Source: an optimization exercise on an open RTL-to-GDS flow (aim: small area, a short achievable clock period and few clock cycles per item). Production flows keep margins and buffers that such runs may drop. The RTL was checked by simulation tests, not by an equivalence proof against the original design.

## before
==> flow/design.v (excerpt) <==
module isg_extract (
    input  wire        clk,
    input  wire        rst,         
    input  wire        cfg_we,
    input  wire [5:0]  cfg_addr,
    input  wire [5:0]  cfg_pos,
    input  wire [6:0]  npos,        
    input  wire [31:0] qstep,       
    input  wire        variant,     
    input  wire        in_valid,
    input  wire [7:0]  in_data,
    output wire        in_ready,
    output reg         done,
    output reg  [63:0] bits_out
);
    reg        cfg_we_r;
    reg [5:0]  cfg_addr_r, cfg_pos_r;
    reg [31:0] qstep_r;
    reg        variant_r;
    reg [6:0]  npos_r;
    reg [5:0]  pos_tab [0:63];
    always @(posedge clk) begin
        cfg_we_r   <= cfg_we;
        cfg_addr_r <= cfg_addr;
        cfg_pos_r  <= cfg_pos;
        qstep_r    <= qstep;
        variant_r  <= variant;
        npos_r     <= npos | {6'd0, (npos == 7'd0)};    
        if (cfg_we_r)
            pos_tab[cfg_addr_r] <= cfg_pos_r;
    end
    reg  [5:0] c;             
    reg  [5:0] ld_cnt;        
    reg        in_ready_r;
    reg        smp_v;
    reg  [7:0] smp_r;         
    assign in_ready = in_ready_r;
    wire accept = in_valid & in_ready_r;
    always @(posedge clk) begin
        smp_r <= {~in_data[7], in_data[6:0]};
        smp_v <= accept & ~rst;
    end
    reg  [511:0] ringv;
    wire [7:0]   ring63 = ringv[511:504];
    wire [7:0]   tail_in = smp_v ? smp_r : ring63;
    always @(posedge clk)
        ringv <= {ringv[503:0], tail_in};
    wire signed [7:0] s0 = ringv[55:48];
  ...
Settings: LEC_CHECK=0, ABC_AREA=1, CAP_MARGIN=20, CORE_MARGIN=2, CORE_UTILIZATION=55, PLACE_DENSITY=0.7, SLEW_MARGIN=20; clock period 13.0 ns.
run.sh (not shown) runs the stock make flow with config.mk's settings and CLKGATE_MAP_FILE= SYNTH_SCRIPT=/design/flow/synth_recipe.tcl, a recipe that flattens the netlist after the stock synthesis.
before reached the final stage; the timing, DRC and antenna checks on its layout passed.
Testbench counts of before, summed over its fixed seeds: cycles 26,064, items 320.
[inputs] after vs before
--- a/flow/design.v
+++ b/flow/design.v
@@ -22,13 +22,13 @@
     always @(posedge clk) begin
         cfg_we_r   <= cfg_we;
         cfg_addr_r <= cfg_addr;
         cfg_pos_r  <= cfg_pos;
         qstep_r    <= qstep;
         variant_r  <= variant;
-        npos_r     <= npos | {6'd0, (npos == 7'd0)};    
+        npos_r     <= npos;
         if (cfg_we_r)
             pos_tab[cfg_addr_r] <= cfg_pos_r;
     end
     reg  [5:0] c;             
     reg  [5:0] ld_cnt;        
     reg        in_ready_r;
@@ -618,15 +618,15 @@
     wire         head_pend = res_head[35];
     wire         head_tag  = res_head[34];
     wire [5:0]   head_p    = res_head[33:28];
     wire [27:0]  head_c    = res_head[27:0];
     reg          out_tag;
     wire         d_free = !dbusy || (dcnt == 5'd0);
-    wire         take = d_free && head_pend && (head_tag == out_tag);
+    wire         take = d_free && head_pend && (head_tag == out_tag) && !rst;
     wire [35:0]  res_in = h_v ? {1'b1, h_tag, h_p, h_c}
-                              : {head_pend & ~take, res_head[34:0]};
+                              : {head_pend & ~take & ~rst, res_head[34:0]};
     integer ri;
     reg [7:0] pend_bits;
     always @* begin
         for (ri = 0; ri < 8; ri = ri + 1)
             pend_bits[ri] = resv[36*ri + 35];
     end
### Flow results
Having completed the whole flow, after delivered a layout that passed the timing, DRC and antenna checks.
Comparing after with before, the die outline height came out essentially unchanged.
before -> after: pin count of the biggest net entering global routing decreased by a little under 10%
When after is set beside before, its post-synthesis sequential area ratio turns out to be 0.22 points larger.
Compared with before, after shows a critical path arrival that is 0.17 ns lower.
| fraction of area in multi-input gates | before vs after | ≈ equal |
The fraction of layout cells with a size suffix above 1 number comes out lower for after vs before.
after vs before, minimum period implied by the final worst setup slack went down by 0.21 ns.
Half-perimeter wire length of the detailed placement result, before and after: larger value in after
From before to after the numbers moved as follows: number of nets produced by synthesis now smaller, worst hold slack now sits lower, post-synthesis cell count fell by 63.
Testbench counts of after, summed over its fixed seeds: cycles 26,064, items 320.

## static timing again, ports no longer ideal
How much do the figures lean on ideal ports? The routed layouts below were timed once more, with nothing changed but the port constraints. Step 1 assumes that a clkbuf_16 drives the clock port and a buf_2 every other input. Step 2 moves the port delays by t, midway between the first and last clock arrival at a register: inputs arrive t later, outputs are due t later. That takes back most of the time a late clock gives input paths. a / b / c = no drivers / after step 1 / after step 2; a / b = the first two.
run	t, ns	slack for setup (ns)	clock arrival spread, ns	worst register clock-pin slew, ns
before	0.932	8.161 / 8.161 / 8.161	0.078 / 0.079	0.07 / 0.07
after	0.949	8.368 / 8.368 / 7.743	0.102 / 0.102	0.08 / 0.08
After both steps setup and hold are still met in every run listed. For after, which loses most, drivers alone change the setup slack by 0.000 ns; drivers and shift together by -0.625 ns.
